This is an optimization exercise on Yosys and OpenROAD, whose aim is a short achievable clock period and few clock cycles, not a production implementation. RTL that was checked went through simulation tests only; none was proved equivalent to the original. Function not checked in run 5: the RTL went through the layout flow alone. The clock cells of runs 2 to 5 come from the design's own scripts or RTL, not from TritonCTS. The flow treats the clock pin as an ideal source. Dropping or thinning the clock tree relies on that and would not hold on a real chip. Power is estimated from default activity; no workload was simulated.

$ cat design/flow/run.sh
#!/bin/bash
# synth_recipe.tcl (not shown) runs the flow's synth.tcl, then flattens the netlist and writes it again
# the make line also repeats each setting of config.mk as NAME=value (left out here)
make -C /OpenROAD-flow-scripts/flow DESIGN_CONFIG=/design/flow/config.mk WORK_HOME=/design/flow/orfs CLKGATE_MAP_FILE= SYNTH_SCRIPT=/design/flow/synth_recipe.tcl finish
$ cat design/flow/config.mk
export PLATFORM = sky130hd
export DESIGN_NAME = line_rasterizer
export DESIGN_NICKNAME = line_rasterizer
export VERILOG_FILES = /design/flow/design.v
export SDC_FILE = /design/flow/constraint.sdc
export NUM_CORES = 4
export LEC_CHECK = 0
export CAP_MARGIN = 20
export CORE_MARGIN = 2
export CORE_UTILIZATION = 40
export PLACE_DENSITY = 0.6
export SETUP_SLACK_MARGIN = 2.5
export SLEW_MARGIN = 20
$ cat design/flow/constraint.sdc
create_clock -name core_clock -period 4.0 [get_ports {clk}]
set_input_delay 0.8000 -clock core_clock [delete_from_list [all_inputs] [get_ports {clk}]]
set_output_delay 0.8000 -clock core_clock [all_outputs]
set_load 0.01 [all_outputs]
$ cat design/flow/design.v
module lr_add #(parameter W = 9) (
    input  wire [W-1:0] a,
    input  wire [W-1:0] b,
    input  wire         ci,
    output wire [W-1:0] s,
    output wire         co
);
    reg [W-1:0] g, p, gn, pn, c, px;
    integer i, d;
    always @(*) begin
        px = a ^ b;
        p  = a | b;
        gn[0] = (a[0] & b[0]) | (p[0] & ci);
        pn[0] = p[0];
        for (i = 1; i < W; i = i + 1) begin
            if (i == 1)
                gn[i] = (a[1] & b[1]) | ((p[1] & a[0]) & b[0]) | ((p[1] & p[0]) & ci);
            else
                gn[i] = (a[i] & b[i]) | ((p[i] & a[i-1]) & b[i-1]);
            pn[i] = p[i] & p[i-1];
        end
        g = gn;
        p = pn;
        for (d = 2; d < W; d = d * 2) begin
            gn = g;
            pn = p;
            for (i = d; i < W; i = i + 1) begin
                gn[i] = g[i] | (p[i] & g[i-d]);
                pn[i] = p[i] & p[i-d];
            end
            g = gn;
            p = pn;
        end
        c = {g[W-2:0], ci};
    end
    assign s  = px ^ c;
    assign co = g[W-1];
endmodule
module line_rasterizer (
    input  wire       clk,
    input  wire       rst,      
    input  wire       start,
    input  wire [7:0] x0,
    input  wire [7:0] y0,
    input  wire [7:0] x1,
    input  wire [7:0] y1,
    output wire       ready,
    output wire       write,
    output wire [7:0] x,
    output wire [7:0] y,
    output wire       done
);
    reg        a_v;
    reg  [7:0] a_x0, a_y0, a_x1, a_y1;
    reg        rdy_n_q;            
    wire       rdy = !rdy_n_q;
    reg        rdy_o;              
    assign ready = rdy_o;
    reg        b_v;
    reg  [7:0] b_x0, b_y0;
    reg  [3:0] b_x1h, b_y1h;
    reg  [4:0] b_dxl, b_nxl, b_dyl, b_nyl;
    reg        c_v;
    reg  [7:0] c_x0, c_y0;
    reg  [8:0] c_dx, c_nx, c_dy, c_ny;
    reg        d_v;
    reg  [7:0] d_x0, d_y0;
    reg  [7:0] d_adx, d_ady;
    reg        d_sxn, d_syn;       
    reg        e_v;
    reg  [7:0] e_x0, e_y0;
    reg  [7:0] e_adx, e_ady;
    reg        e_sxn, e_syn;
    reg  [4:0] e_dmnl, e_nmdl, e_kxl, e_kyl;
    reg        e_zero;             
    reg        f_v;
    reg  [7:0] f_x0, f_y0;
    reg  [7:0] f_adx, f_ady;
    reg        f_sxn, f_syn;
    reg  [8:0] f_dmn, f_nmd, f_kx, f_ky;
    reg        f_zero;
    reg        g_v;
    reg  [7:0] g_x0, g_y0;
    reg        g_sxn, g_syn, g_xm;
    reg  [7:0] g_m;                
    reg        g_last;             
    reg  [8:0] g_k;                
    reg  [8:0] g_ka;               
    reg  [7:0] g_kb;               
    reg        h_v;
    reg  [7:0] h_x0, h_y0, h_ux, h_uy;
    reg        h_sxn, h_syn, h_xm;
    reg  [7:0] h_m;
    reg        h_z1, h_z2, h_last;
    reg        h_st;
    reg  [4:0] h_pl, h_ql, h_kal, h_kbl;
    reg  [5:0] h_ph, h_qh, h_kah, h_kbh;
    reg        h_pc, h_qc;
    reg        wr_n_q, dn_n_q;     
    wire       wr = !wr_n_q;
    wire       dn = !dn_n_q;
    reg        wr_o, dn_o;         
    reg  [7:0] xo, yo;             
    reg  [7:0] xq_n, yq_n;         
    wire [7:0] xq = ~xq_n;
    wire [7:0] yq = ~yq_n;
    reg  [7:0] ux, uy;             
    reg        sxn, syn, xm;
    reg  [7:0] r;                  
    reg        z1, z2;             
    reg        st;                 
    reg  [4:0] pl, ql, kal, kbl;
    reg  [5:0] ph, qh, kah, kbh;
    reg        pc, qc;
    assign write = wr_o;
    assign done  = dn_o;
    assign x     = xo;
    assign y     = yo;
    reg  q_free, h_free, g_free, f_free, e_free, d_free, c_free, b_free;
    wire take   = h_v && q_free;                
    wire accept = start && rdy;
    wire run    = wr && !dn;                    
    wire [4:0] dxl, nxl, dyl, nyl;
    wire [3:0] unused_co;
    lr_add #(5) u_dxl (.a({1'b0, a_x1[3:0]}), .b({1'b0, ~a_x0[3:0]}), .ci(1'b1), .s(dxl), .co(unused_co[0]));
    lr_add #(5) u_nxl (.a({1'b0, a_x0[3:0]}), .b({1'b0, ~a_x1[3:0]}), .ci(1'b1), .s(nxl), .co(unused_co[1]));
    lr_add #(5) u_dyl (.a({1'b0, a_y1[3:0]}), .b({1'b0, ~a_y0[3:0]}), .ci(1'b1), .s(dyl), .co(unused_co[2]));
    lr_add #(5) u_nyl (.a({1'b0, a_y0[3:0]}), .b({1'b0, ~a_y1[3:0]}), .ci(1'b1), .s(nyl), .co(unused_co[3]));
    wire [4:0] dxh, nxh, dyh, nyh;
    wire [3:0] unused_co2;
    lr_add #(5) u_dxh (.a({1'b0, b_x1h}), .b({1'b1, ~b_x0[7:4]}), .ci(b_dxl[4]), .s(dxh), .co(unused_co2[0]));
    lr_add #(5) u_nxh (.a({1'b0, b_x0[7:4]}), .b({1'b1, ~b_x1h}), .ci(b_nxl[4]), .s(nxh), .co(unused_co2[1]));
    lr_add #(5) u_dyh (.a({1'b0, b_y1h}), .b({1'b1, ~b_y0[7:4]}), .ci(b_dyl[4]), .s(dyh), .co(unused_co2[2]));
    lr_add #(5) u_nyh (.a({1'b0, b_y0[7:4]}), .b({1'b1, ~b_y1h}), .ci(b_nyl[4]), .s(nyh), .co(unused_co2[3]));
    wire [8:0] op_dmn_a = {1'b0, d_adx}, op_dmn_b = ~{1'b0, d_ady};
    wire [8:0] op_nmd_a = {1'b0, d_ady}, op_nmd_b = ~{1'b0, d_adx};
    wire [8:0] op_kx_a  = {1'b0, d_ady}, op_kx_b  = ~{2'b0, d_adx[7:1]};
    wire [8:0] op_ky_a  = {1'b0, d_adx}, op_ky_b  = ~{2'b0, d_ady[7:1]};
    wire [4:0] dmnl, nmdl, kxl, kyl;
    wire [3:0] unused_co3;
    lr_add #(5) u_dmnl (.a({1'b0, op_dmn_a[3:0]}), .b({1'b0, op_dmn_b[3:0]}), .ci(1'b1),        .s(dmnl), .co(unused_co3[0]));
    lr_add #(5) u_nmdl (.a({1'b0, op_nmd_a[3:0]}), .b({1'b0, op_nmd_b[3:0]}), .ci(1'b1),        .s(nmdl), .co(unused_co3[1]));
    lr_add #(5) u_kxl  (.a({1'b0, op_kx_a[3:0]}),  .b({1'b0, op_kx_b[3:0]}),  .ci(!d_adx[0]),  .s(kxl),  .co(unused_co3[2]));
    lr_add #(5) u_kyl  (.a({1'b0, op_ky_a[3:0]}),  .b({1'b0, op_ky_b[3:0]}),  .ci(!d_ady[0]),  .s(kyl),  .co(unused_co3[3]));
    wire [8:0] fe_dmn_a = {1'b0, e_adx}, fe_dmn_b = ~{1'b0, e_ady};
    wire [8:0] fe_nmd_a = {1'b0, e_ady}, fe_nmd_b = ~{1'b0, e_adx};
    wire [8:0] fe_kx_a  = {1'b0, e_ady}, fe_kx_b  = ~{2'b0, e_adx[7:1]};
    wire [8:0] fe_ky_a  = {1'b0, e_adx}, fe_ky_b  = ~{2'b0, e_ady[7:1]};
    wire [4:0] dmnh, nmdh, kxh, kyh;
    wire [3:0] unused_co4;
    lr_add #(5) u_dmnh (.a(fe_dmn_a[8:4]), .b(fe_dmn_b[8:4]), .ci(e_dmnl[4]), .s(dmnh), .co(unused_co4[0]));
    lr_add #(5) u_nmdh (.a(fe_nmd_a[8:4]), .b(fe_nmd_b[8:4]), .ci(e_nmdl[4]), .s(nmdh), .co(unused_co4[1]));
    lr_add #(5) u_kxh  (.a(fe_kx_a[8:4]),  .b(fe_kx_b[8:4]),  .ci(e_kxl[4]),  .s(kxh),  .co(unused_co4[2]));
    lr_add #(5) u_kyh  (.a(fe_ky_a[8:4]),  .b(fe_ky_b[8:4]),  .ci(e_kyl[4]),  .s(kyh),  .co(unused_co4[3]));
    wire [4:0] i_pl, i_ql;
    wire [5:0] i_ph, i_qh, i_kah, i_kbh;
    wire       i_pc, i_qc, unused_co5, unused_co6;
    wire [5:0] g_kh = {g_k[8], g_k[8], g_k[8:5]};
    assign i_kah = {g_ka[8], g_ka[8], g_ka[8:5]};
    assign i_kbh = {3'b000, g_kb[7:5]};
    lr_add #(5) u_ipl (.a(g_k[4:0]), .b(g_ka[4:0]), .ci(1'b0), .s(i_pl), .co(i_pc));
    lr_add #(5) u_iql (.a(g_k[4:0]), .b(g_kb[4:0]), .ci(1'b0), .s(i_ql), .co(i_qc));
    lr_add #(6) u_iph (.a(g_kh), .b(i_kah), .ci(1'b0), .s(i_ph), .co(unused_co5));
    lr_add #(6) u_iqh (.a(g_kh), .b(i_kbh), .ci(1'b0), .s(i_qh), .co(unused_co6));
    reg  [7:0] i_ux, i_uy;
    integer i;
    always @(*) begin
        for (i = 0; i < 8; i = i + 1) begin
            i_ux[i] = &((g_x0 ^ {8{g_sxn}}) | ~((8'd1 << i) - 8'd1));
            i_uy[i] = &((g_y0 ^ {8{g_syn}}) | ~((8'd1 << i) - 8'd1));
        end
    end
    wire [4:0] pal, qal, pbl, qbl;
    wire [5:0] pah, qah, pbh, qbh;
    wire       pac, qac, pbc, qbc;
    wire [3:0] unused_co7;
    lr_add #(5) u_pal (.a(pl), .b(kal), .ci(1'b0), .s(pal), .co(pac));
    lr_add #(5) u_qal (.a(ql), .b(kal), .ci(1'b0), .s(qal), .co(qac));
    lr_add #(5) u_pbl (.a(pl), .b(kbl), .ci(1'b0), .s(pbl), .co(pbc));
    lr_add #(5) u_qbl (.a(ql), .b(kbl), .ci(1'b0), .s(qbl), .co(qbc));
    lr_add #(6) u_pah (.a(ph), .b(kah), .ci(pc), .s(pah), .co(unused_co7[0]));
    lr_add #(6) u_qah (.a(qh), .b(kah), .ci(qc), .s(qah), .co(unused_co7[1]));
    lr_add #(6) u_pbh (.a(ph), .b(kbh), .ci(pc), .s(pbh), .co(unused_co7[2]));
    lr_add #(6) u_qbh (.a(qh), .b(kbh), .ci(qc), .s(qbh), .co(unused_co7[3]));
    wire p_ge = !(ph[5] && !(pc && (&ph)));
    wire q_ge = !(qh[5] && !(qc && (&qh)));
    wire mvx = xm || st;
    wire mvy = !xm || st;
    wire [7:0] x_st = xq ^ ux;
    wire [7:0] y_st = yq ^ uy;
    reg  [7:0] ux_st, uy_st, r_nx;
    always @(*) begin
        for (i = 0; i < 8; i = i + 1) begin
            ux_st[i] = &((x_st ^ {8{sxn}}) | ~((8'd1 << i) - 8'd1));
            uy_st[i] = &((y_st ^ {8{syn}}) | ~((8'd1 << i) - 8'd1));
            r_nx[i]  = r[i] ^ ~|(r & ((8'd1 << i) - 8'd1));
        end
    end
    wire a_vn  = accept || (a_v && !b_free);
    wire b_vn  = a_v || !b_free;
    wire c_vn  = b_v || !c_free;
    wire d_vn  = c_v || !d_free;
    wire e_vn  = d_v || !e_free;
    wire f_vn  = e_v || !f_free;
    wire g_vn  = f_v || !g_free;
    wire h_vn  = g_v || !h_free;
    wire w_n   = take || run;
    wire dn_n  = take ? h_last : (run && z1);
    wire q_fn  = !w_n || dn_n;
    wire h_fn  = !h_vn || q_fn;
    wire g_fn  = !g_vn || h_fn;
    wire f_fn  = !f_vn || g_fn;
    wire e_fn  = !e_vn || f_fn;
    wire d_fn  = !d_vn || e_fn;
    wire c_fn  = !c_vn || d_fn;
    wire b_fn  = !b_vn || c_fn;
    wire rdy_n = !(rdy || (a_v && !b_free)) || b_fn;
    always @(posedge clk) begin
        if (rst) begin
            a_v    <= 1'b0;
            b_v    <= 1'b0;
            c_v    <= 1'b0;
            d_v    <= 1'b0;
            e_v    <= 1'b0;
            f_v    <= 1'b0;
            g_v    <= 1'b0;
            h_v    <= 1'b0;
            wr_n_q <= 1'b1;
            dn_n_q <= 1'b1;
            wr_o   <= 1'b0;
            dn_o   <= 1'b0;
            rdy_n_q <= 1'b0;
            rdy_o  <= 1'b1;
            q_free <= 1'b1;
            h_free <= 1'b1;
            g_free <= 1'b1;
            f_free <= 1'b1;
            e_free <= 1'b1;
            d_free <= 1'b1;
            c_free <= 1'b1;
            b_free <= 1'b1;
        end else begin
            a_v    <= a_vn;
            b_v    <= b_vn;
            c_v    <= c_vn;
            d_v    <= d_vn;
            e_v    <= e_vn;
            f_v    <= f_vn;
            g_v    <= g_vn;
            h_v    <= h_vn;
            wr_n_q <= !w_n;
            dn_n_q <= !dn_n;
            wr_o   <= w_n;
            dn_o   <= dn_n;
            rdy_n_q <= !rdy_n;
            rdy_o  <= rdy_n;
            q_free <= q_fn;
            h_free <= h_fn;
            g_free <= g_fn;
            f_free <= f_fn;
            e_free <= e_fn;
            d_free <= d_fn;
            c_free <= c_fn;
            b_free <= b_fn;
        end
        if (rdy) begin
            a_x0 <= x0;
            a_y0 <= y0;
            a_x1 <= x1;
            a_y1 <= y1;
        end
        if (b_free) begin
            b_x0  <= a_x0;
            b_y0  <= a_y0;
            b_x1h <= a_x1[7:4];
            b_y1h <= a_y1[7:4];
            b_dxl <= dxl;
            b_nxl <= nxl;
            b_dyl <= dyl;
            b_nyl <= nyl;
        end
        if (c_free) begin
            c_x0 <= b_x0;
            c_y0 <= b_y0;
            c_dx <= {dxh, b_dxl[3:0]};
            c_nx <= {nxh, b_nxl[3:0]};
            c_dy <= {dyh, b_dyl[3:0]};
            c_ny <= {nyh, b_nyl[3:0]};
        end
        if (d_free) begin
            d_x0  <= c_x0;
            d_y0  <= c_y0;
            d_adx <= c_dx[8] ? c_nx[7:0] : c_dx[7:0];
            d_ady <= c_dy[8] ? c_ny[7:0] : c_dy[7:0];
            d_sxn <= c_dx[8];
            d_syn <= c_dy[8];
        end
        if (e_free) begin
            e_x0   <= d_x0;
            e_y0   <= d_y0;
            e_adx  <= d_adx;
            e_ady  <= d_ady;
            e_sxn  <= d_sxn;
            e_syn  <= d_syn;
            e_dmnl <= dmnl;
            e_nmdl <= nmdl;
            e_kxl  <= kxl;
            e_kyl  <= kyl;
            e_zero <= (d_adx == 8'd0) && (d_ady == 8'd0);
        end
        if (f_free) begin
            f_x0   <= e_x0;
            f_y0   <= e_y0;
            f_adx  <= e_adx;
            f_ady  <= e_ady;
            f_sxn  <= e_sxn;
            f_syn  <= e_syn;
            f_dmn  <= {dmnh, e_dmnl[3:0]};
            f_nmd  <= {nmdh, e_nmdl[3:0]};
            f_kx   <= {kxh, e_kxl[3:0]};
            f_ky   <= {kyh, e_kyl[3:0]};
            f_zero <= e_zero;
        end
        if (g_free) begin
            g_x0   <= f_x0;
            g_y0   <= f_y0;
            g_sxn  <= f_sxn;
            g_syn  <= f_syn;
            g_xm   <= !f_dmn[8];
            g_m    <= f_dmn[8] ? f_ady : f_adx;
            g_last <= f_zero;
            g_k    <= f_dmn[8] ? f_ky : f_kx;
            g_ka   <= f_dmn[8] ? f_dmn : f_nmd;
            g_kb   <= f_dmn[8] ? f_adx : f_ady;
        end
        if (h_free) begin
            h_x0   <= g_x0;
            h_y0   <= g_y0;
            h_ux   <= i_ux;
            h_uy   <= i_uy;
            h_sxn  <= g_sxn;
            h_syn  <= g_syn;
            h_xm   <= g_xm;
            h_m    <= g_m;
            h_z1   <= g_m == 8'd1;
            h_z2   <= g_m == 8'd2;
            h_last <= g_last;
            h_st   <= !g_k[8];
            h_pl   <= i_pl;
            h_pc   <= i_pc;
            h_ph   <= i_ph;
            h_ql   <= i_ql;
            h_qc   <= i_qc;
            h_qh   <= i_qh;
            h_kal  <= g_ka[4:0];
            h_kah  <= i_kah;
            h_kbl  <= g_kb[4:0];
            h_kbh  <= i_kbh;
        end
        xo <= take ? h_x0 : ((run && mvx) ? x_st : xq);
        yo <= take ? h_y0 : ((run && mvy) ? y_st : yq);
        xq_n <= ~(take ? h_x0 : ((run && mvx) ? x_st : xq));
        yq_n <= ~(take ? h_y0 : ((run && mvy) ? y_st : yq));
        ux <= take ? h_ux : ((run && mvx) ? ux_st : ux);
        uy <= take ? h_uy : ((run && mvy) ? uy_st : uy);
        r  <= take ? h_m  : r_nx;
        z1 <= take ? h_z1 : z2;
        z2 <= take ? h_z2 : (r == 8'd3);
        st <= take ? h_st : (st ? p_ge : q_ge);
        pl <= take ? h_pl : (st ? pal : qal);
        pc <= take ? h_pc : (st ? pac : qac);
        ph <= take ? h_ph : (st ? pah : qah);
        ql <= take ? h_ql : (st ? pbl : qbl);
        qc <= take ? h_qc : (st ? pbc : qbc);
        qh <= take ? h_qh : (st ? pbh : qbh);
        if (take) begin
            sxn <= h_sxn;
            syn <= h_syn;
            xm  <= h_xm;
            kal <= h_kal;
            kah <= h_kah;
            kbl <= h_kbl;
            kbh <= h_kbh;
        end
    end
endmodule
==> results.yml, run 1 <==
synthesis:
  synth_cells: 1636
  async_flop_share: 0
  syn-num-nets: 1861
  ys_seq_elements: 543
  ys.flop_type: "edfxtp_1"
  synth.largest_area_cell: "edfxtp_1"
  syn_area_um2: 23500
  synthMuxAreaShare: 0.0398
  synth_area_leaders: "edfxtp_1 58%, ha_1 9.4%, dfxtp_1 7.6%"
  synth_xor_area_frac: 0.0506
  synth_adder_area_share: 0.106
  synth_edf_count: 454
  synth_simple_gate_area_share: 0.0451
  synth_top_area_frac: 0.579
  ys_types: 63
  yosys_warnings: 3
  ys_seq_area_frac: 0.655
  syn_avg_cell_area_um2: 14.4
  yosysMostFrequentCell: "edfxtp_1"
  ys_top_cells_by_count: "454 x edfxtp_1, 187 x inv_1, 176 x ha_1"
  synth-compound-area-share: 0.0684
  synth_top_family_by_area: "adder cells"
route:
  ant_nets: 0
  avgRoutedWirePerCell_um: 16.0
  drc_errors: 0
  drt-total-wl_um: 43400
  viasPerCell: 4.77
  first_pass_iters: 7
  drt_iter0_markers: 573
  via_count: 13000
die:
  die-height_um: 247
  initial_core_util: 0.407
  core.rowCount: 88
  core_area_um2: 57900
  fp.dieW_um: 247
  die_area_um2: 60800
  io_pins: 54
sta:
  fmax_mhz: 541
  fin_skew_ns: 0.0149
  maxSlewViolCount: 0
  setup_tns_ns: 0
  slew_headroom: 0.535
  fin_crit_sh: 0.462
  rsz0062_at_grt: "yes"
  tightestPinTransition_ns: 0.698
  fin_crit_ns: 1.85
  final-setup-viol-count: 0
  final-hold-violation-count: 0
  worst_slack_ns: 2.15
min_path:
  min_from: "d_x0[1]"
  hp-class: "flop to flop"
  min_path_cells: 0
  min_to: "e_x0[1]"
global_route:
  grt_usage: 0.139
  gr-total-overflow: 0
  use_met2: 0.232
  antenna_found_initial: 0
  grt_pass1_vias: 13200
  grt_pass1_wl_um: 68300
  grt_max_degree: 55
  grt_util_met3: 0.0252
  met1_usage: 0.184
  grt.busiest_layer: "met2"
power_and_ir_drop:
  power.density_nw_per_um2: 650
  peakVddDrop_v: 0.000384
  leakage_nw: 12.0
worst_setup_path:
  critPathBufInv: 1
  crit_path_start_kind: "flop"
  required_ns: 3.20
  crit_fanout: 1
  crit_chain: "buf_6"
  crit_type: "flop to output port"
  path_delay_family: "flip-flops"
  worstPathArrival_ns: 1.05
  slowest_stage: "dfxtp_2"
  slowest_delay_ns: 0.34
  critPathCaptureType: "output port"
  reg2reg_depth: 5
  r2r-start: "e_adx[4]"
  rrSetupSlack_ns: 2.20
  rr_endpoint: "f_dmn[7]"
clock_tree:
  cts_root_buffer: "clkbuf_16"
  cts_max_path_buffers: 3
  htree_levels: 2
  cts_sinks: 543
  clk_latency_ns: 0.60
  cts_inserted_buffers: 58
  path_clk_slew_ns: 0.06
  tritoncts: "yes"
final_layout:
  diodes: 0
  syn_to_final_growth_pct: 28.4
  fillers: 4745
  fin_area_um2: 30200
  drive_gt1_frac: 0.338
  stdcell_count: 2721
  nNetsFinal: 2132
placement:
  post-place-ws_ns: 1.61
  place_congestion: 0.817
  io_buffers: 53
  dp.cells: 2435
  dpl_cell_area_um2: 25200
  hpwl_um: 26800
run_status:
  status: "complete, no violations"
flow_run:
  cap_violations: 0
## area by class of cell
type / count / area [um^2] / share of cell area
clock inverters: 36 / 348 / 0.0115
inverters: 189 / 779 / 0.0258
multi-input cells: 876 / 8950 / 0.296
repair buffers: 238 / 2190 / 0.0725
well taps: 765 / 957 / 0.0317
clock buffers: 73 / 1530 / 0.0505
flip-flops and latches: 543 / 15500 / 0.512
repair inverters: 1 / 8.76 / 0.000290
## report_power, final
| part | switching [mW] | total [mW] | internal (mW) |
|---|---|---|---|
| Combinational | 2.67 | 5.74 | 3.07 |
| Clock | 2.12 | 5.21 | 3.09 |
| Sequential | 0.839 | 8.70 | 7.86 |
| Total | 5.63 | 19.7 | 14.0 |
## what timing repair did
action                                  in CTS  in global routing
hold buffers                                 0                  0
gates cloned                                 1                  1
setup buffers                              100                 75
endpoints found under the setup margin     233                143
gates resized for setup                    327                172
pin swaps                                  107                118
## placed cells by master, fill, tap and decap left out, types with 27 or more instances in the layout
cell type / count
xnor2_1: 66
dfxtp_1: 56
inv_2: 32
clkbuf_16: 58
mux2_2: 60
nand2_1: 78
buf_6: 54
clkdlybuf4s50_1: 33
nor2_1: 44
a21oi_1: 27
inv_1: 145
ha_4: 43
ha_1: 122
edfxtp_1: 454
xor2_1: 54
buf_4: 129
a21oi_2: 38
## stage by stage
stage	total power [mW]	utilization	hold slack [ns]
global route	20.8	0.522	0.405
global placement	12.6	0.435	0.403
detailed placement	12.7	0.435	0.405
finish	19.7	0.522	0.415
floorplan	11.6	-	0.399
CTS	19.0	0.498	0.413
## sequential cells by signal, indices dropped and copies added (netlist names), 9 cells and up
name   count
f_dmn      9
g_ka       9
c_dx       9
f_ky       9
g_k        9
f_kx       9
c_dy       9
## layer usage
metal	vias up	share of wire
li1	6404	-
met1	6289	0.45
met2	197	0.49
met3	79	0.032
met4	0	0.026
met5	-	0
## worst max path at each step
stage / startpoint / endpoint / slack, ns / depth (start not counted)
2_1_floorplan: rst / d_free / 2.29 / 4
3_3_place_gp: rst / d_free / 1.69 / 4
3_5_place_dp: rst / d_free / 1.61 / 4
4_1_cts: yo[3] / y[3] / 2.11 / 1
5_1_grt: yo[3] / y[3] / 2.10 / 1
6_report: yo[3] / y[3] / 2.15 / 1
## kinds of logic after synthesis
logic type / count (synthesis)
AND/OR/NAND/NOR: 218
buffers and inverters: 218
adder cells (fa/ha/maj): 191
AO/OA/AOI/OAI: 244
multiplexers: 86
flip-flops: 543
XOR/XNOR: 136
Testbench counts, summed over its fixed seeds: cycles 65,679.
==> run 2: changes to the inputs <==
==> design/flow/flow/run.sh (new file) <==
#!/bin/bash
# Layout: the standard ORFS flow (standard.sh: standard synthesis,
# floorplan, placement, routing), except that the clock tree is built by
# flow/cts_hook.tcl (two levels of clkbuf_16 from the clock port) in place of
# TritonCTS. The make output goes to standard_flow.log; every tool's own log
# is under orfs/logs/.
set -euo pipefail
here=$(pwd)
bash standard.sh PRE_CTS_TCL="$here/flow/cts_hook.tcl" finish > "$here/standard_flow.log" 2>&1
==> design/flow/flow/cts_hook.tcl (new file) <==
# Clock tree of two levels: the clock port drives a few clkbuf_16 buffers, each
# driving several clkbuf_16 leaf buffers; each leaf buffer drives a cluster of
# about FLAT_CTS_LEAF flip-flops. Clusters come from a size-balanced k-means on
# placed positions and buffers sit at their cluster's centre, so every
# register sees the same two buffer stages. Replaces TritonCTS, whose deeper
# tree has a larger insertion delay for this small design.

# points: list of {id x y}; returns {assignment centres sizes}
proc flat_cts_cluster { points nk } {
  set n [llength $points]
  set sx 0; set sy 0
  foreach s $points { set sx [expr {$sx + [lindex $s 1]}]; set sy [expr {$sy + [lindex $s 2]}] }
  set mx [expr {double($sx) / $n}]; set my [expr {double($sy) / $n}]
  set ang {}
  foreach s $points { lappend ang [list [expr {atan2([lindex $s 2] - $my, [lindex $s 1] - $mx)}] $s] }
  set ang [lsort -real -index 0 $ang]
  set cent {}
  for {set k 0} {$k < $nk} {incr k} {
    set s [lindex [lindex $ang [expr {int(($k + 0.5) * $n / $nk)}]] 1]
    lappend cent [list [expr {double([lindex $s 1])}] [expr {double([lindex $s 2])}]]
  }
  set cap [expr {int(ceil(double($n) / $nk))}]
  for {set iter 0} {$iter < 40} {incr iter} {
    set pairs {}
    set i 0
    foreach s $points {
      for {set k 0} {$k < $nk} {incr k} {
        set c [lindex $cent $k]
        set d [expr {abs([lindex $s 1] - [lindex $c 0]) + abs([lindex $s 2] - [lindex $c 1])}]
        lappend pairs [list $d $i $k]
      }
      incr i
    }
    set pairs [lsort -real -index 0 $pairs]
    set asg [lrepeat $n -1]
    set cnt [lrepeat $nk 0]
    foreach p $pairs {
      lassign $p d i k
      if {[lindex $asg $i] >= 0} continue
      if {[lindex $cnt $k] >= $cap} continue
      lset asg $i $k
      lset cnt $k [expr {[lindex $cnt $k] + 1}]
    }
    set newc {}
    for {set k 0} {$k < $nk} {incr k} { lappend newc [list 0.0 0.0 0] }
    set i 0
    foreach s $points {
      set k [lindex $asg $i]
      lassign [lindex $newc $k] ax ay ac
      lset newc $k [list [expr {$ax + [lindex $s 1]}] [expr {$ay + [lindex $s 2]}] [expr {$ac + 1}]]
      incr i
    }
    set cent {}
    foreach c $newc {
      lassign $c ax ay ac
      if {$ac == 0} { set ac 1 }
      lappend cent [list [expr {$ax / $ac}] [expr {$ay / $ac}]]
    }
  }
  return [list $asg $cent $cnt]
}

proc flat_cts_buffer { block master name cx cy innet } {
  set inst [odb::dbInst_create $block $master $name]
  set net [odb::dbNet_create $block "net_$name"]
  $net setSigType CLOCK
  set w [$master getWidth]; set h [$master getHeight]
  $inst setLocation [expr {int($cx - $w / 2)}] [expr {int($cy - $h / 2)}]
  $inst setPlacementStatus PLACED
  [$inst findITerm A] connect $innet
  [$inst findITerm X] connect $net
  return $net
}

proc clock_tree_synthesis { args } {
  set leafsize 30
  if { [info exists ::env(FLAT_CTS_LEAF)] } { set leafsize $::env(FLAT_CTS_LEAF) }
  set ntop 4
  if { [info exists ::env(FLAT_CTS_TOP)] } { set ntop $::env(FLAT_CTS_TOP) }
  set block [ord::get_db_block]
  set db [ord::get_db]
  set clknet [$block findNet clk]
  set master [$db findMaster sky130_fd_sc_hd__clkbuf_16]
  set sinks {}
  set its {}
  set i 0
  foreach it [$clknet getITerms] {
    set bx [[$it getInst] getBBox]
    lappend sinks [list $i [expr {([$bx xMin] + [$bx xMax]) / 2.0}] [expr {([$bx yMin] + [$bx yMax]) / 2.0}]]
    lappend its $it
    incr i
  }
  set n [llength $sinks]
  set nleaf [expr {int(ceil(double($n) / $leafsize))}]
  if {$nleaf < $ntop} { set ntop $nleaf }
  puts "flat CTS: $n sinks, $nleaf leaf buffers, $ntop top buffers"
  lassign [flat_cts_cluster $sinks $nleaf] lasg lcent lcnt
  puts "flat CTS: leaf cluster sizes $lcnt"
  set leaves {}
  set k 0
  foreach c $lcent { lappend leaves [list $k [lindex $c 0] [lindex $c 1]]; incr k }
  lassign [flat_cts_cluster $leaves $ntop] tasg tcent tcnt
  puts "flat CTS: top cluster sizes $tcnt"
  set topnets {}
  for {set t 0} {$t < $ntop} {incr t} {
    lassign [lindex $tcent $t] cx cy
    lappend topnets [flat_cts_buffer $block $master "clkbuf_top_$t" $cx $cy $clknet]
  }
  set leafnets {}
  for {set k 0} {$k < $nleaf} {incr k} {
    lassign [lindex $lcent $k] cx cy
    lappend leafnets [flat_cts_buffer $block $master "clkbuf_leaf_$k" $cx $cy [lindex $topnets [lindex $tasg $k]]]
  }
  set i 0
  foreach it $its {
    $it disconnect
    $it connect [lindex $leafnets [lindex $lasg $i]]
    incr i
  }
  set_propagated_clock [all_clocks]
}
==> design/flow/standard.sh (new file) <==
#!/bin/bash
# synth_recipe.tcl (not shown) runs the flow's synth.tcl, then flattens the netlist and writes it again
# the make line also repeats each setting of config.mk as NAME=value (left out here)
make -C /OpenROAD-flow-scripts/flow DESIGN_CONFIG=/design/flow/config.mk WORK_HOME=/design/flow/orfs CLKGATE_MAP_FILE= SYNTH_SCRIPT=/design/flow/synth_recipe.tcl "${@:-finish}"
removed: design/flow/run.sh
==> results.yml, run 2 <==
placement:
  hpwl_um: 26800
  dp.cells: 2435
  io_buffers: 53
  place_congestion: 0.817
synthesis:
  syn_area_um2: 23500
  ys.flop_type: "edfxtp_1"
  synth_top_area_frac: 0.579
  ys_seq_area_frac: 0.655
  synth.largest_area_cell: "edfxtp_1"
  yosysMostFrequentCell: "edfxtp_1"
  synth_edf_count: 454
  ys_top_cells_by_count: "454 x edfxtp_1, 187 x inv_1, 176 x ha_1"
  ys_types: 63
  syn-num-nets: 1861
  synth_cells: 1636
  ys_seq_elements: 543
  async_flop_share: 0
  synth_area_leaders: "edfxtp_1 58%, ha_1 9.4%, dfxtp_1 7.6%"
  syn_avg_cell_area_um2: 14.4
  yosys_warnings: 3
global_route:
  grt_pass1_vias: 13100
  antenna_found_initial: 0
  grt_pass1_wl_um: 67100
  grt_usage: 0.134
  gr-total-overflow: 0
  grt_max_degree: 55
final_layout:
  diodes: 0
  nNetsFinal: 2108
  stdcell_count: 2646
  syn_to_final_growth_pct: 23.8
  drive_gt1_frac: 0.335
  multiInputGateArea_um2: 9040
  final_cell_mix: "454 x edfxtp_1, 144 x inv_1, 132 x buf_4"
  layout.area.seq_um2: 15500
  final_common_cell: "edfxtp_1"
  fillers: 4817
flow_run:
  cap_violations: 0
route:
  drc_errors: 0
  ant_nets: 0
  drt_iter0_markers: 666
  avgRoutedWirePerCell_um: 16.1
  via_count: 12700
  viasPerCell: 4.80
  first_pass_iters: 5
  drt-total-wl_um: 42600
sta:
  maxSlewViolCount: 0
  final-hold-violation-count: 0
  setup_tns_ns: 0
  fmax_mhz: 560
  fin_crit_sh: 0.446
  final-setup-viol-count: 0
  fin_skew_ns: 0.0450
  rsz0062_at_grt: "yes"
  fin_crit_ns: 1.78
  slew_headroom: 0.532
  tightestPinTransition_ns: 0.703
worst_setup_path:
  crit_type: "flop to flop"
  worstPathArrival_ns: 2.05
  crit_path_start_kind: "flop"
  required_ns: 4.26
  crit_fanout: 5
  crit_chain: "inv_2, ha_4, nand2b_4, a21oi_4, o311a_1, xnor2_1, o211ai_1"
  critPathCaptureType: "flop"
  slowest_stage: "edfxtp_1"
  slowest_delay_ns: 0.55
clock_tree:
  clk_latency_ns: 0.37
  path_clk_slew_ns: 0.11
die:
  initial_core_util: 0.407
  io_pins: 54
  core_area_um2: 57900
  fp.dieW_um: 247
  core.rowCount: 88
  die-height_um: 247
  die_area_um2: 60800
power_and_ir_drop:
  power.density_nw_per_um2: 588
  peakVddDrop_v: 0.000455
  leakage_nw: 11.4
min_path:
  hp-class: "flop to flop"
run_status:
  status: "complete, no violations"
-- run 2: cell counts after synthesis --
Identical to the previous run, type by type.
-- run 2: report_power, final --
part	switching, mW	internal [mW]	total [mW]	leakage (nW)
Sequential	0.848	7.85	8.70	5.52
Clock	1.55	1.05	2.60	0.283
Combinational	2.69	3.14	5.83	5.62
Total	5.09	12.0	17.1	11.4
-- run 2: stage by stage --
step | power (mW) | instance area, um^2 | setup WS [ns] | hold slack, ns | utilization
final | 17.1 | 29100 | 2.22 | 0.409 | 0.503
after global routing | 18.2 | 29100 | 2.13 | 0.425 | 0.503
after detailed placement | 12.7 | 25200 | 1.61 | 0.405 | 0.435
after CTS | 16.5 | 27800 | 2.26 | 0.404 | 0.480
after global placement | 12.6 | 25200 | 1.69 | 0.403 | 0.435
after floorplan | 11.6 | 23700 | 2.29 | 0.399 | -
-- run 2: final timing paths --
kind / cells after the start / endpoint / start / slack [ns]
setup / recovery: 7 / qh[4] / kbh[0] / 2.22
hold / removal: 0 / kah[0] / h_kah[0] / 0.41
setup reg to reg: 7 / qh[4] / kbh[0] / 2.22
hold reg to reg: 0 / kah[0] / h_kah[0] / 0.41
-- run 2: critical path, delay by kind of cell (launching register included) --
family	cells	cell delay (ns)
flops	1	0.55
compound gates	3	0.49
xor+xnor	1	0.23
buf+inv	1	0.17
fa+ha+maj	1	0.13
simple gates	1	0.12
-- run 2: kinds of logic (layout without fill, tap and decap cells) --
group	count (synthesis)	in the layout	synth area share
buffers and inverters	218	462	0.0357
xor gates and xnor gates	136	136	0.0506
AOI/OAI and AO/OA	244	245	0.0684
muxes	86	86	0.0398
adders and majority gates	191	191	0.106
and+or+nand+nor	218	218	0.0451
DFF	543	543	0.655
-- run 2: area by class of cell --
| type | count | share of cell area |
|---|---|---|
| inverter | 189 | 0.0266 |
| timing repair buffer | 249 | 0.0791 |
| multi-input combinational | 876 | 0.310 |
| sequential | 543 | 0.531 |
| tap | 765 | 0.0328 |
| buffer | 23 | 0.0197 |
| timing repair inverter | 1 | 0.000300 |
-- run 2: timing repair --
item / in CTS / in global routing
cloned: 1 / 1
resized for setup: 339 / 188
setup buffers: 127 / 59
setup endpoints to repair: 214 / 168
hold buffers: 0 / 0
pin swaps: 104 / 122
-- run 2: layer usage --
metal	up-vias	GRT usage	routed length, um	part of all wire
met4	0	0.0262	1030	0.024
met2	172	0.234	21100	0.50
li1	6277	-	-	-
met5	-	0	0	0
met1	6191	0.182	19300	0.45
met3	57	0.0102	1150	0.027
==> run 3: changes to the inputs <==
==> design/flow/flow/run.sh (replaced) <==
#!/bin/bash
# Layout: the standard ORFS flow (standard.sh: standard synthesis,
# floorplan, placement, routing), except that the clock tree is built by
# flow/cts_hook.tcl (two levels of clkbuf_16 from the clock port, about
# FLAT_CTS_LEAF flip-flops per leaf buffer) in place of TritonCTS, and the
# timing repair may resize cells to other footprints. The make output goes
# to standard_flow.log; every tool's own log is under orfs/logs/.
set -euo pipefail
here=$(pwd)
FLAT_CTS_LEAF=20 bash standard.sh PRE_CTS_TCL="$here/flow/cts_hook.tcl" MATCH_CELL_FOOTPRINT=0 finish > "$here/standard_flow.log" 2>&1
==> results.yml, run 3 <==
run_status:
  status: "complete, no violations"
synthesis:
  synth_simple_gate_area_share: 0.0451
  synth.largest_area_cell: "edfxtp_1"
  ys_top_cells_by_count: "454 x edfxtp_1, 187 x inv_1, 176 x ha_1"
  synth_adder_area_share: 0.106
  synth_top_family_by_area: "adder cells"
  synth_cells: 1636
  syn_avg_cell_area_um2: 14.4
  synth_edf_count: 454
  syn_area_um2: 23500
  synth_top_area_frac: 0.579
  ys_seq_elements: 543
  ys_types: 63
  async_flop_share: 0
  yosysMostFrequentCell: "edfxtp_1"
  synthMuxAreaShare: 0.0398
  synth_xor_area_frac: 0.0506
  synth-compound-area-share: 0.0684
  ys.flop_type: "edfxtp_1"
  yosys_warnings: 3
  ys_seq_area_frac: 0.655
  synth_area_leaders: "edfxtp_1 58%, ha_1 9.4%, dfxtp_1 7.6%"
  syn-num-nets: 1861
sta:
  tightestPinTransition_ns: 0.674
  maxSlewViolCount: 0
  final-setup-viol-count: 0
  fmax_mhz: 558
  final-hold-violation-count: 0
  rsz0062_at_grt: "yes"
  fin_crit_ns: 1.79
  fin_skew_ns: 0.0172
  slew_headroom: 0.551
  setup_tns_ns: 0
  fin_crit_sh: 0.448
placement:
  hpwl_um: 26600
  io_buffers: 53
  place_congestion: 0.826
clock_tree:
  clk_latency_ns: 0.36
  path_clk_slew_ns: 0.08
  cts_hold_buffers: 0
die:
  die_area_um2: 60800
  die-height_um: 247
  core_area_um2: 57900
  core.rowCount: 88
  io_pins: 54
  fp.dieW_um: 247
  initial_core_util: 0.407
final_layout:
  final_cell_mix: "454 x edfxtp_1, 143 x inv_1, 133 x buf_4"
  drive_gt1_frac: 0.327
  fillers: 4822
  final_common_cell: "edfxtp_1"
  syn_to_final_growth_pct: 24.4
  fin_util: 0.506
  nNetsFinal: 2115
route:
  avgRoutedWirePerCell_um: 15.8
  drc_errors: 0
  first_pass_iters: 6
  via_count: 12600
  ant_nets: 0
  drt-total-wl_um: 41800
  drt_iter0_markers: 489
  viasPerCell: 4.73
min_path:
  hp-class: "flop to flop"
  min_path_cells: 0
  min_to: "kal[3]"
  min_from: "h_kal[3]"
power_and_ir_drop:
  leakage_nw: 11.5
  power.density_nw_per_um2: 595
  netSwitchingPower_mw: 5.07
  peakVddDrop_v: 0.000355
  p_sw_frac: 0.291
  pwr-share-clk: 0.176
  sequentialPowerShare: 0.498
  comb_power_share: 0.326
  p_int_mw: 12.3
worst_setup_path:
  critPathCaptureType: "flop"
  worstPathArrival_ns: 2.03
  slowest_stage: "edfxtp_1"
  path_delay_family: "flip-flops"
  crit_chain: "fa_2, nand2b_1, a21oi_2, o21bai_1, mux2i_1, o211ai_1"
  crit_path_start_kind: "flop"
  rr_endpoint: "qh[5]"
  reg2reg_depth: 6
  rrSetupSlack_ns: 2.21
  crit_type: "flop to flop"
  required_ns: 4.24
  crit_fanout: 4
  critPathBufInv: 0
  slowest_delay_ns: 0.51
  r2r-start: "kbh[0]"
global_route:
  grt.busiest_layer: "met2"
  grt_util_met3: 0.0106
  grt_pass1_wl_um: 66000
  grt_pass1_vias: 12700
  met1_usage: 0.181
  grt_max_degree: 55
  use_met2: 0.232
  gr-total-overflow: 0
  grt_usage: 0.132
  antenna_found_initial: 0
flow_run:
  cap_violations: 0
==> run 3: changes by cell type in the layout (fill, tap and decap cells not counted), moves of 4 or more <==
cell	change
clkbuf_16	+10
dfxtp_1	+5
nand2_2	-7
nand2_1	+7
o21ai_0	+5
ha_1	+6
ha_2	-4
dfxtp_2	-8
==> run 3: layout make-up <==
class                   instances  area (um^2)  share of cell area
plain buffers                  32          801              0.0273
multi-input cells             875         8940               0.305
inverters                     189          772              0.0264
well taps                     765          957              0.0327
diodes                          1         2.50           0.0000855
repair buffers                248         2310              0.0790
flip-flops and latches        543        15500               0.529
repair inverters                1         8.76            0.000299
==> run 3: timing repair <==
item	CTS	global route
pin swaps	99	126
setup buffers	115	67
cloned	3	0
setup endpoints to repair	217	169
resized for setup	297	180
==> run 3: routing by layer <==
layer,wire (um),up-vias
met5,0,-
met2,20800,146
met3,1090,57
li1,-,6311
met1,19100,6046
met4,864,0
==> run 3: worst max-delay path by stage <==
stage	start	end	slack (ns)	cells after the start
after global placement	rst	d_free	1.68	4
after floorplan	rst	d_free	2.29	4
after CTS	kah[0]	ph[3]	2.26	7
final	kbh[0]	qh[5]	2.21	6
after detailed placement	rst	d_free	1.60	4
after global routing	kbh[0]	qh[5]	2.11	6
==> run 3: metrics by stage <==
step	std cells	worst slack, ns	instance area, um^2	hold slack, ns	total power, mW
floorplan	1636	2.29	23700	0.399	11.6
global placement	2436	1.68	25200	0.403	12.6
detailed placement	2436	1.60	25200	0.405	12.7
CTS	2586	2.26	27900	0.413	16.8
global route	2653	2.11	29300	0.413	18.5
finish	2654	2.21	29300	0.412	17.4
==> run 3: cell families (layout without fill, tap and decap cells) <==
logic type	count (synthesis)	count (layout)
muxes	86	86
other	0	1
and+or+nand+nor	218	218
xor gates and xnor gates	136	136
buffers and inverters	218	470
AOI/OAI and AO/OA	244	244
adders and majority gates	191	191
DFF	543	543
==> run 3: power groups by stage <==
stage / logic (mW) / clock network, mW / registers [mW]
final: 5.68 / 3.06 / 8.68
after global routing: 6.27 / 3.35 / 8.84
after CTS: 4.99 / 3.16 / 8.67
after detailed placement: 3.89 / 0 / 8.83
after global placement: 3.81 / 0 / 8.79
after floorplan: 3.09 / 0 / 8.48
==> run 4: changes to the inputs <==
--- a/design/flow/config.mk
+++ b/design/flow/config.mk
@@ -9,4 +9,4 @@
 export CORE_MARGIN = 2
-export CORE_UTILIZATION = 40
-export PLACE_DENSITY = 0.6
+export CORE_UTILIZATION = 55
+export PLACE_DENSITY = 0.7
 export SETUP_SLACK_MARGIN = 2.5
==> results.yml, run 4 <==
run_status:
  status: "complete, no violations"
die:
  die_area_um2: 44500
  core_area_um2: 42100
  initial_core_util: 0.559
  core.rowCount: 75
  io_pins: 54
  fp.dieW_um: 211
  die-height_um: 211
final_layout:
  fin_area_um2: 29100
  multiInputGateArea_um2: 8970
  final_cell_mix: "454 x edfxtp_1, 143 x inv_1, 134 x buf_4"
  fillers: 2706
  nNetsFinal: 2125
  final_common_cell: "edfxtp_1"
  drive_gt1_frac: 0.334
  stdcell_count: 2437
  syn_to_final_growth_pct: 23.6
  diodes: 0
  layout.area.seq_um2: 15500
route:
  via_count: 12800
  drt_iter0_markers: 683
  drc_errors: 0
  avgRoutedWirePerCell_um: 17.8
  drt-total-wl_um: 43400
  viasPerCell: 5.24
  first_pass_iters: 5
  ant_nets: 0
power_and_ir_drop:
  leakage_nw: 11.6
  comb_power_share: 0.336
  power.density_nw_per_um2: 605
  peakVddDrop_v: 0.000312
  p_sw_frac: 0.294
  netSwitchingPower_mw: 5.18
  power_mw: 17.6
  p_int_mw: 12.4
  pwr-share-clk: 0.172
  sequentialPowerShare: 0.491
worst_setup_path:
  worstPathArrival_ns: 1.99
  reg2reg_depth: 7
  crit_type: "flop to flop"
  critPathCaptureType: "flop"
  rrSetupSlack_ns: 2.22
  critPathBufInv: 1
  crit_fanout: 4
  slowest_delay_ns: 0.49
  path_delay_family: "simple AND/OR/NAND/NOR gates"
  slowest_stage: "or4_4"
  required_ns: 4.20
  crit_chain: "inv_2, ha_1, nand2b_4, a2111oi_4, or4_4, a21oi_2, a211oi_1"
  rr_endpoint: "ph[4]"
  r2r-start: "kah[0]"
  crit_path_start_kind: "flop"
placement:
  dp.cells: 2210
  place_congestion: 0.835
  hpwl_um: 26100
  dpl_cell_area_um2: 24900
  io_buffers: 53
synthesis:
  syn-num-nets: 1861
  yosys_warnings: 3
  syn_area_um2: 23500
  ys_top_cells_by_count: "454 x edfxtp_1, 187 x inv_1, 176 x ha_1"
  synth_area_leaders: "edfxtp_1 58%, ha_1 9.4%, dfxtp_1 7.6%"
  synth.largest_area_cell: "edfxtp_1"
  ys.flop_type: "edfxtp_1"
  synth_edf_count: 454
  yosysMostFrequentCell: "edfxtp_1"
  synth_cells: 1636
  synth_top_area_frac: 0.579
  async_flop_share: 0
  ys_seq_elements: 543
  ys_seq_area_frac: 0.655
  ys_types: 63
  syn_avg_cell_area_um2: 14.4
sta:
  rsz0062_at_grt: "yes"
  final-hold-violation-count: 0
  fin_crit_sh: 0.446
  hold_ws_ns: 0.414
  tightestPinTransition_ns: 0.654
  fmax_mhz: 560
  maxSlewViolCount: 0
  fin_skew_ns: 0.0243
  setup_tns_ns: 0
  slew_headroom: 0.564
  fin_crit_ns: 1.78
  final-setup-viol-count: 0
global_route:
  grt_pass1_vias: 13100
  antenna_found_initial: 0
  grt_max_degree: 53
  gr-total-overflow: 0
  grt_pass1_wl_um: 66400
  grt_usage: 0.185
flow_run:
  cap_violations: 0
clock_tree:
  clk_latency_ns: 0.36
  path_clk_slew_ns: 0.07
min_path:
  min_path_cells: 0
  hp-class: "flop to flop"
  min_to: "h_x0[7]"
  min_from: "g_x0[7]"
[run 4: cell counts after synthesis]
Identical to the previous run, type by type.
[run 4: metrics by stage]
step	util	setup slack (ns)
floorplan	-	2.29
global route	0.691	2.14
detailed placement	0.590	1.65
global placement	0.590	1.70
finish	0.691	2.22
CTS	0.656	2.23
[run 4: worst register-to-register path: stages (launching register included)]
cell	delay (ns)
edfxtp_1	0.43
inv_2	0.14
ha_1	0.16
nand2b_4	0.14
a2111oi_4	0.08
or4_4	0.49
a21oi_2	0.15
a211oi_1	0.06
[run 4: logic make-up (layout without fill, tap and decap cells)]
group	count (synthesis)	after routing	share of synthesized area
AO/OA/AOI/OAI	244	244	0.0684
XOR/XNOR	136	136	0.0506
adder cells (fa/ha/maj)	191	191	0.106
buffers and inverters	218	480	0.0357
flip-flops	543	543	0.655
multiplexers	86	86	0.0398
AND/OR/NAND/NOR	218	218	0.0451
[run 4: worst max-delay path by stage]
stage,startpoint,to,cells past startpoint
global route,kbh[0],qh[5],6
finish,kah[0],ph[4],7
global placement,rst,d_free,4
CTS,kah[0],ph[4],7
floorplan,rst,d_free,4
detailed placement,rst,d_free,4
[run 4: cell type report]
type / instances / share of cell area
inverters: 189 / 0.0263
repair buffers: 258 / 0.0824
well taps: 539 / 0.0232
multi-input cells: 875 / 0.308
flip-flops and latches: 543 / 0.532
plain buffers: 32 / 0.0275
repair inverters: 1 / 0.000301
[run 4: power by group through the flow]
| stage | logic [mW] | clock network [mW] | registers [mW] |
|---|---|---|---|
| floorplan | 3.09 | 0 | 8.48 |
| global placement | 3.78 | 0 | 8.73 |
| detailed placement | 3.91 | 0 | 8.79 |
| CTS | 5.05 | 3.09 | 8.64 |
| global route | 6.46 | 3.30 | 8.81 |
| finish | 5.92 | 3.04 | 8.66 |
[run 4: what timing repair did]
action / 4_1_cts / 5_1_grt
pin swaps: 93 / 128
hold buffers: 0 / 0
setup endpoints to repair: 202 / 130
setup buffers: 123 / 69
gates resized for setup: 301 / 192
endpoints found under the hold margin: 0 / 0
cloned: 3 / 0
[run 4: routing by layer]
| layer | track usage | wire, um |
|---|---|---|
| met1 | 0.248 | 18800 |
| met2 | 0.329 | 22200 |
| met3 | 0.0177 | 1360 |
| met4 | 0.0420 | 1140 |
| met5 | 0 | 0 |
==> run 5: changes to the inputs <==
--- a/design/flow/design.v
+++ b/design/flow/design.v
@@ -60,3 +60,4 @@
     reg  [7:0] b_x0, b_y0;
-    reg  [3:0] b_x1h, b_y1h;
+    reg  [4:0] b_dxh0, b_dxh1, b_nxh0, b_nxh1;    
+    reg  [4:0] b_dyh0, b_dyh1, b_nyh0, b_nyh1;
     reg  [4:0] b_dxl, b_nxl, b_dyl, b_nyl;
@@ -74,2 +75,4 @@
     reg  [4:0] e_dmnl, e_nmdl, e_kxl, e_kyl;
+    reg  [4:0] e_dmnh0, e_dmnh1, e_nmdh0, e_nmdh1;   
+    reg  [4:0] e_kxh0, e_kxh1, e_kyh0, e_kyh1;
     reg        e_zero;             
@@ -96,3 +99,3 @@
     reg  [4:0] h_pl, h_ql, h_kal, h_kbl;
-    reg  [5:0] h_ph, h_qh, h_kah, h_kbh;
+    reg  [5:0] h_ph, h_qh, h_kah, h_kbh, h_kah1, h_kbh1;
     reg        h_pc, h_qc;
@@ -113,2 +116,3 @@
     reg  [5:0] ph, qh, kah, kbh;
+    reg  [5:0] kah1, kbh1;         
     reg        pc, qc;
@@ -128,8 +132,12 @@
     lr_add #(5) u_nyl (.a({1'b0, a_y0[3:0]}), .b({1'b0, ~a_y1[3:0]}), .ci(1'b1), .s(nyl), .co(unused_co[3]));
-    wire [4:0] dxh, nxh, dyh, nyh;
-    wire [3:0] unused_co2;
-    lr_add #(5) u_dxh (.a({1'b0, b_x1h}), .b({1'b1, ~b_x0[7:4]}), .ci(b_dxl[4]), .s(dxh), .co(unused_co2[0]));
-    lr_add #(5) u_nxh (.a({1'b0, b_x0[7:4]}), .b({1'b1, ~b_x1h}), .ci(b_nxl[4]), .s(nxh), .co(unused_co2[1]));
-    lr_add #(5) u_dyh (.a({1'b0, b_y1h}), .b({1'b1, ~b_y0[7:4]}), .ci(b_dyl[4]), .s(dyh), .co(unused_co2[2]));
-    lr_add #(5) u_nyh (.a({1'b0, b_y0[7:4]}), .b({1'b1, ~b_y1h}), .ci(b_nyl[4]), .s(nyh), .co(unused_co2[3]));
+    wire [4:0] dxh0, dxh1, nxh0, nxh1, dyh0, dyh1, nyh0, nyh1;
+    wire [7:0] unused_co2;
+    lr_add #(5) u_dxh0 (.a({1'b0, a_x1[7:4]}), .b({1'b1, ~a_x0[7:4]}), .ci(1'b0), .s(dxh0), .co(unused_co2[0]));
+    lr_add #(5) u_dxh1 (.a({1'b0, a_x1[7:4]}), .b({1'b1, ~a_x0[7:4]}), .ci(1'b1), .s(dxh1), .co(unused_co2[1]));
+    lr_add #(5) u_nxh0 (.a({1'b0, a_x0[7:4]}), .b({1'b1, ~a_x1[7:4]}), .ci(1'b0), .s(nxh0), .co(unused_co2[2]));
+    lr_add #(5) u_nxh1 (.a({1'b0, a_x0[7:4]}), .b({1'b1, ~a_x1[7:4]}), .ci(1'b1), .s(nxh1), .co(unused_co2[3]));
+    lr_add #(5) u_dyh0 (.a({1'b0, a_y1[7:4]}), .b({1'b1, ~a_y0[7:4]}), .ci(1'b0), .s(dyh0), .co(unused_co2[4]));
+    lr_add #(5) u_dyh1 (.a({1'b0, a_y1[7:4]}), .b({1'b1, ~a_y0[7:4]}), .ci(1'b1), .s(dyh1), .co(unused_co2[5]));
+    lr_add #(5) u_nyh0 (.a({1'b0, a_y0[7:4]}), .b({1'b1, ~a_y1[7:4]}), .ci(1'b0), .s(nyh0), .co(unused_co2[6]));
+    lr_add #(5) u_nyh1 (.a({1'b0, a_y0[7:4]}), .b({1'b1, ~a_y1[7:4]}), .ci(1'b1), .s(nyh1), .co(unused_co2[7]));
     wire [8:0] op_dmn_a = {1'b0, d_adx}, op_dmn_b = ~{1'b0, d_ady};
@@ -144,12 +152,12 @@
     lr_add #(5) u_kyl  (.a({1'b0, op_ky_a[3:0]}),  .b({1'b0, op_ky_b[3:0]}),  .ci(!d_ady[0]),  .s(kyl),  .co(unused_co3[3]));
-    wire [8:0] fe_dmn_a = {1'b0, e_adx}, fe_dmn_b = ~{1'b0, e_ady};
-    wire [8:0] fe_nmd_a = {1'b0, e_ady}, fe_nmd_b = ~{1'b0, e_adx};
-    wire [8:0] fe_kx_a  = {1'b0, e_ady}, fe_kx_b  = ~{2'b0, e_adx[7:1]};
-    wire [8:0] fe_ky_a  = {1'b0, e_adx}, fe_ky_b  = ~{2'b0, e_ady[7:1]};
-    wire [4:0] dmnh, nmdh, kxh, kyh;
-    wire [3:0] unused_co4;
-    lr_add #(5) u_dmnh (.a(fe_dmn_a[8:4]), .b(fe_dmn_b[8:4]), .ci(e_dmnl[4]), .s(dmnh), .co(unused_co4[0]));
-    lr_add #(5) u_nmdh (.a(fe_nmd_a[8:4]), .b(fe_nmd_b[8:4]), .ci(e_nmdl[4]), .s(nmdh), .co(unused_co4[1]));
-    lr_add #(5) u_kxh  (.a(fe_kx_a[8:4]),  .b(fe_kx_b[8:4]),  .ci(e_kxl[4]),  .s(kxh),  .co(unused_co4[2]));
-    lr_add #(5) u_kyh  (.a(fe_ky_a[8:4]),  .b(fe_ky_b[8:4]),  .ci(e_kyl[4]),  .s(kyh),  .co(unused_co4[3]));
+    wire [4:0] dmnh0, dmnh1, nmdh0, nmdh1, kxh0, kxh1, kyh0, kyh1;
+    wire [7:0] unused_co4;
+    lr_add #(5) u_dmnh0 (.a(op_dmn_a[8:4]), .b(op_dmn_b[8:4]), .ci(1'b0), .s(dmnh0), .co(unused_co4[0]));
+    lr_add #(5) u_dmnh1 (.a(op_dmn_a[8:4]), .b(op_dmn_b[8:4]), .ci(1'b1), .s(dmnh1), .co(unused_co4[1]));
+    lr_add #(5) u_nmdh0 (.a(op_nmd_a[8:4]), .b(op_nmd_b[8:4]), .ci(1'b0), .s(nmdh0), .co(unused_co4[2]));
+    lr_add #(5) u_nmdh1 (.a(op_nmd_a[8:4]), .b(op_nmd_b[8:4]), .ci(1'b1), .s(nmdh1), .co(unused_co4[3]));
+    lr_add #(5) u_kxh0  (.a(op_kx_a[8:4]),  .b(op_kx_b[8:4]),  .ci(1'b0), .s(kxh0),  .co(unused_co4[4]));
+    lr_add #(5) u_kxh1  (.a(op_kx_a[8:4]),  .b(op_kx_b[8:4]),  .ci(1'b1), .s(kxh1),  .co(unused_co4[5]));
+    lr_add #(5) u_kyh0  (.a(op_ky_a[8:4]),  .b(op_ky_b[8:4]),  .ci(1'b0), .s(kyh0),  .co(unused_co4[6]));
+    lr_add #(5) u_kyh1  (.a(op_ky_a[8:4]),  .b(op_ky_b[8:4]),  .ci(1'b1), .s(kyh1),  .co(unused_co4[7]));
     wire [4:0] i_pl, i_ql;
@@ -164,2 +172,4 @@
     lr_add #(6) u_iqh (.a(g_kh), .b(i_kbh), .ci(1'b0), .s(i_qh), .co(unused_co6));
+    wire [5:0] i_kah1 = i_kah + 6'd1;
+    wire [5:0] i_kbh1 = i_kbh + 6'd1;
     reg  [7:0] i_ux, i_uy;
@@ -180,6 +190,10 @@
     lr_add #(5) u_qbl (.a(ql), .b(kbl), .ci(1'b0), .s(qbl), .co(qbc));
-    lr_add #(6) u_pah (.a(ph), .b(kah), .ci(pc), .s(pah), .co(unused_co7[0]));
-    lr_add #(6) u_qah (.a(qh), .b(kah), .ci(qc), .s(qah), .co(unused_co7[1]));
-    lr_add #(6) u_pbh (.a(ph), .b(kbh), .ci(pc), .s(pbh), .co(unused_co7[2]));
-    lr_add #(6) u_qbh (.a(qh), .b(kbh), .ci(qc), .s(qbh), .co(unused_co7[3]));
+    wire [5:0] kpa = pc ? kah1 : kah;
+    wire [5:0] kqa = qc ? kah1 : kah;
+    wire [5:0] kpb = pc ? kbh1 : kbh;
+    wire [5:0] kqb = qc ? kbh1 : kbh;
+    lr_add #(6) u_pah (.a(ph), .b(kpa), .ci(1'b0), .s(pah), .co(unused_co7[0]));
+    lr_add #(6) u_qah (.a(qh), .b(kqa), .ci(1'b0), .s(qah), .co(unused_co7[1]));
+    lr_add #(6) u_pbh (.a(ph), .b(kpb), .ci(1'b0), .s(pbh), .co(unused_co7[2]));
+    lr_add #(6) u_qbh (.a(qh), .b(kqb), .ci(1'b0), .s(qbh), .co(unused_co7[3]));
     wire p_ge = !(ph[5] && !(pc && (&ph)));
@@ -274,4 +288,10 @@
             b_y0  <= a_y0;
-            b_x1h <= a_x1[7:4];
-            b_y1h <= a_y1[7:4];
+            b_dxh0 <= dxh0;
+            b_dxh1 <= dxh1;
+            b_nxh0 <= nxh0;
+            b_nxh1 <= nxh1;
+            b_dyh0 <= dyh0;
+            b_dyh1 <= dyh1;
+            b_nyh0 <= nyh0;
+            b_nyh1 <= nyh1;
             b_dxl <= dxl;
@@ -284,6 +304,6 @@
             c_y0 <= b_y0;
-            c_dx <= {dxh, b_dxl[3:0]};
-            c_nx <= {nxh, b_nxl[3:0]};
-            c_dy <= {dyh, b_dyl[3:0]};
-            c_ny <= {nyh, b_nyl[3:0]};
+            c_dx <= {(b_dxl[4] ? b_dxh1 : b_dxh0), b_dxl[3:0]};
+            c_nx <= {(b_nxl[4] ? b_nxh1 : b_nxh0), b_nxl[3:0]};
+            c_dy <= {(b_dyl[4] ? b_dyh1 : b_dyh0), b_dyl[3:0]};
+            c_ny <= {(b_nyl[4] ? b_nyh1 : b_nyh0), b_nyl[3:0]};
         end
@@ -308,2 +328,10 @@
             e_kyl  <= kyl;
+            e_dmnh0 <= dmnh0;
+            e_dmnh1 <= dmnh1;
+            e_nmdh0 <= nmdh0;
+            e_nmdh1 <= nmdh1;
+            e_kxh0  <= kxh0;
+            e_kxh1  <= kxh1;
+            e_kyh0  <= kyh0;
+            e_kyh1  <= kyh1;
             e_zero <= (d_adx == 8'd0) && (d_ady == 8'd0);
@@ -317,6 +345,6 @@
             f_syn  <= e_syn;
-            f_dmn  <= {dmnh, e_dmnl[3:0]};
-            f_nmd  <= {nmdh, e_nmdl[3:0]};
-            f_kx   <= {kxh, e_kxl[3:0]};
-            f_ky   <= {kyh, e_kyl[3:0]};
+            f_dmn  <= {(e_dmnl[4] ? e_dmnh1 : e_dmnh0), e_dmnl[3:0]};
+            f_nmd  <= {(e_nmdl[4] ? e_nmdh1 : e_nmdh0), e_nmdl[3:0]};
+            f_kx   <= {(e_kxl[4] ? e_kxh1 : e_kxh0), e_kxl[3:0]};
+            f_ky   <= {(e_kyl[4] ? e_kyh1 : e_kyh0), e_kyl[3:0]};
             f_zero <= e_zero;
@@ -358,2 +386,4 @@
             h_kbh  <= i_kbh;
+            h_kah1 <= i_kah1;
+            h_kbh1 <= i_kbh1;
         end
@@ -383,2 +413,4 @@
             kbh <= h_kbh;
+            kah1 <= h_kah1;
+            kbh1 <= h_kbh1;
         end
==> design/flow/flow/run.sh (replaced) <==
#!/bin/bash
# Layout: the standard ORFS flow (standard.sh: standard synthesis,
# floorplan, placement, routing), except that the clock tree is built by
# flow/cts_hook.tcl (two levels of clkbuf_16 from the clock port) in place of
# TritonCTS. The make output goes to standard_flow.log; every tool's own log
# is under orfs/logs/.
set -euo pipefail
here=$(pwd)
bash standard.sh PRE_CTS_TCL="$here/flow/cts_hook.tcl" finish > "$here/standard_flow.log" 2>&1
--- a/design/flow/config.mk
+++ b/design/flow/config.mk
@@ -9,4 +9,4 @@
 export CORE_MARGIN = 2
-export CORE_UTILIZATION = 55
-export PLACE_DENSITY = 0.7
+export CORE_UTILIZATION = 40
+export PLACE_DENSITY = 0.6
 export SETUP_SLACK_MARGIN = 2.5
==> results.yml, run 5 <==
run_status:
  status: "complete, no violations"
placement:
  dpl_cell_area_um2: 28700
  io_buffers: 53
  place_congestion: 0.794
  hpwl_um: 30400
  post-place-ws_ns: 1.46
final_layout:
  drive_gt1_frac: 0.368
  diodes: 0
  final_cell_mix: "534 x edfxtp_1, 155 x buf_4, 129 x inv_1"
  fillers: 5353
  syn_to_final_growth_pct: 25.3
  fin_area_um2: 33500
  nNetsFinal: 2377
  fin_util: 0.507
  final_common_cell: "edfxtp_1"
route:
  drt-total-wl_um: 52000
  via_count: 14500
  avgRoutedWirePerCell_um: 17.2
  first_pass_iters: 5
  drc_errors: 0
  viasPerCell: 4.82
  drt_iter0_markers: 825
  ant_nets: 0
power_and_ir_drop:
  peakVddDrop_v: 0.000289
  power.density_nw_per_um2: 630
  leakage_nw: 12.9
  power_mw: 21.1
sta:
  fin_crit_sh: 0.491
  final-hold-violation-count: 0
  tightestPinTransition_ns: 0.724
  maxSlewViolCount: 0
  fin_crit_ns: 1.97
  worst_slack_ns: 2.03
  fmax_mhz: 509
  rsz0062_at_grt: "yes"
  final-setup-viol-count: 0
  fin_skew_ns: 0.0447
  setup_tns_ns: 0
  slew_headroom: 0.517
synthesis:
  yosysMostFrequentCell: "edfxtp_1"
  async_flop_share: 0
  synth_area_leaders: "edfxtp_1 60%, ha_1 8.7%, dfxtp_1 6.7%"
  synth_cells: 1873
  synth_top_area_frac: 0.600
  yosys_warnings: 3
  syn_avg_cell_area_um2: 14.3
  ys_top_cells_by_count: "534 x edfxtp_1, 186 x ha_1, 185 x inv_1"
  ys_types: 59
  synth_edf_count: 534
  syn-num-nets: 2096
  syn_area_um2: 26700
  ys_seq_area_frac: 0.667
  ys_seq_elements: 623
  synth.largest_area_cell: "edfxtp_1"
  ys.flop_type: "edfxtp_1"
die:
  fp.dieW_um: 262
  core_area_um2: 66000
  die-height_um: 262
  initial_core_util: 0.405
  io_pins: 54
  die_area_um2: 68900
  core.rowCount: 94
worst_setup_path:
  worstPathArrival_ns: 2.20
  required_ns: 4.23
  path_delay_family: "compound AO/OA/AOI/OAI gates"
  crit_path_start_kind: "flop"
  timing.critical_path.mode_cell: "a21oi_1"
  crit_type: "flop to flop"
  slowest_stage: "dfxtp_4"
  crit_chain: "mux2_2, ha_2, a221oi_4, xor2_1, nor2_1, a21oi_1, a21oi_1"
  rrSetupSlack_ns: 2.03
  crit_fanout: 7
  critPathBufInv: 0
  critPathCaptureType: "flop"
  slowest_delay_ns: 0.45
global_route:
  grt_max_degree: 79
  gr-total-overflow: 0
  grt_pass1_wl_um: 79700
  grt_pass1_vias: 14800
  grt_usage: 0.141
  antenna_found_initial: 0
min_path:
  hp-class: "flop to flop"
clock_tree:
  cts_hold_buffers: 0
  clk_latency_ns: 0.38
  path_clk_slew_ns: 0.12
flow_run:
  cap_violations: 0
==> run 5: cell types whose count changed after synthesis, sizes merged, moves of 13 or more <==
cell / previous run / this run
xor2: 58 / 72
or2: 4 / 18
mux2i: 25 / 10
a31oi: 14 / 27
nand2b: 22 / 7
o22ai: 30 / 10
mux2: 61 / 96
edfxtp: 454 / 534
a21oi: 69 / 88
nor2: 52 / 138
==> run 5: final timing paths <==
kind	from	to	cells after the start
worst min-delay path	d_x0[0]	e_x0[0]	0
worst min register to register	d_x0[0]	e_x0[0]	0
worst max register to register	qc	qh[3]	7
worst max-delay path	qc	qh[3]	7
==> run 5: final cells by class <==
class | instances | area (um^2) | share of cell area
Buffer | 25 | 626 | 0.0187
Inverter | 188 | 758 | 0.0227
Multi-Input combinational cell | 1030 | 10500 | 0.313
Sequential cell | 623 | 17900 | 0.535
Tap cell | 864 | 1080 | 0.0323
Timing Repair Buffer | 284 | 2630 | 0.0784
Timing Repair inverter | 2 | 17.5 | 0.000523
==> run 5: power breakdown <==
group | switching [mW] | internal, mW
Combinational | 3.61 | 4.17
Sequential | 1.05 | 9.31
Clock | 1.80 | 1.14
Total | 6.47 | 14.6
==> run 5: cells by family (layout without fill, tap and decap cells) <==
| kind of cell | Yosys count | count (layout) | share of synthesized area |
|---|---|---|---|
| DFF | 623 | 623 | 0.667 |
| buffers and inverters | 221 | 499 | 0.0320 |
| and+or+nand+nor | 308 | 308 | 0.0511 |
| adders and majority gates | 189 | 189 | 0.0890 |
| AOI/OAI and AO/OA | 264 | 265 | 0.0628 |
| xor gates and xnor gates | 162 | 162 | 0.0531 |
| muxes | 106 | 106 | 0.0448 |
==> run 5: timing repair <==
item | CTS | global route
cloned | 3 | 0
setup endpoints to repair | 374 | 204
gates resized for setup | 396 | 257
pin swaps | 133 | 173
setup buffers | 163 | 60
==> run 5: stage by stage <==
stage / std cells / hold WS [ns]
3_3_place_gp: 2765 / 0.402
6_report: 3016 / 0.408
3_5_place_dp: 2765 / 0.405
5_1_grt: 3016 / 0.428
4_1_cts: 2956 / 0.416
2_1_floorplan: 1873 / 0.399
==> run 5: per-layer routing <==
layer  part of all wire  GRT usage  up-vias
met3              0.023    0.00909       85
met1               0.44      0.189     7116
met2               0.51      0.253      190
li1                   -          -     7154
met4              0.026     0.0332        0
met5                  0          0        -
==> run 5: worst register-to-register path: cells and delay by family (launching register included) <==
family / cells / cell delay, ns
xor+xnor: 1 / 0.19
compound gates: 3 / 0.55
fa+ha+maj: 1 / 0.21
mux: 1 / 0.40
simple gates: 1 / 0.05
flops: 1 / 0.45

Check on run 5: ideal ports give 2.034 ns setup slack; a clkbuf_16 on the clock port and buf_2 on the inputs give 2.034 ns; moving port delays by the midpoint clock arrival (0.471 ns) as well gives 2.018 ns.
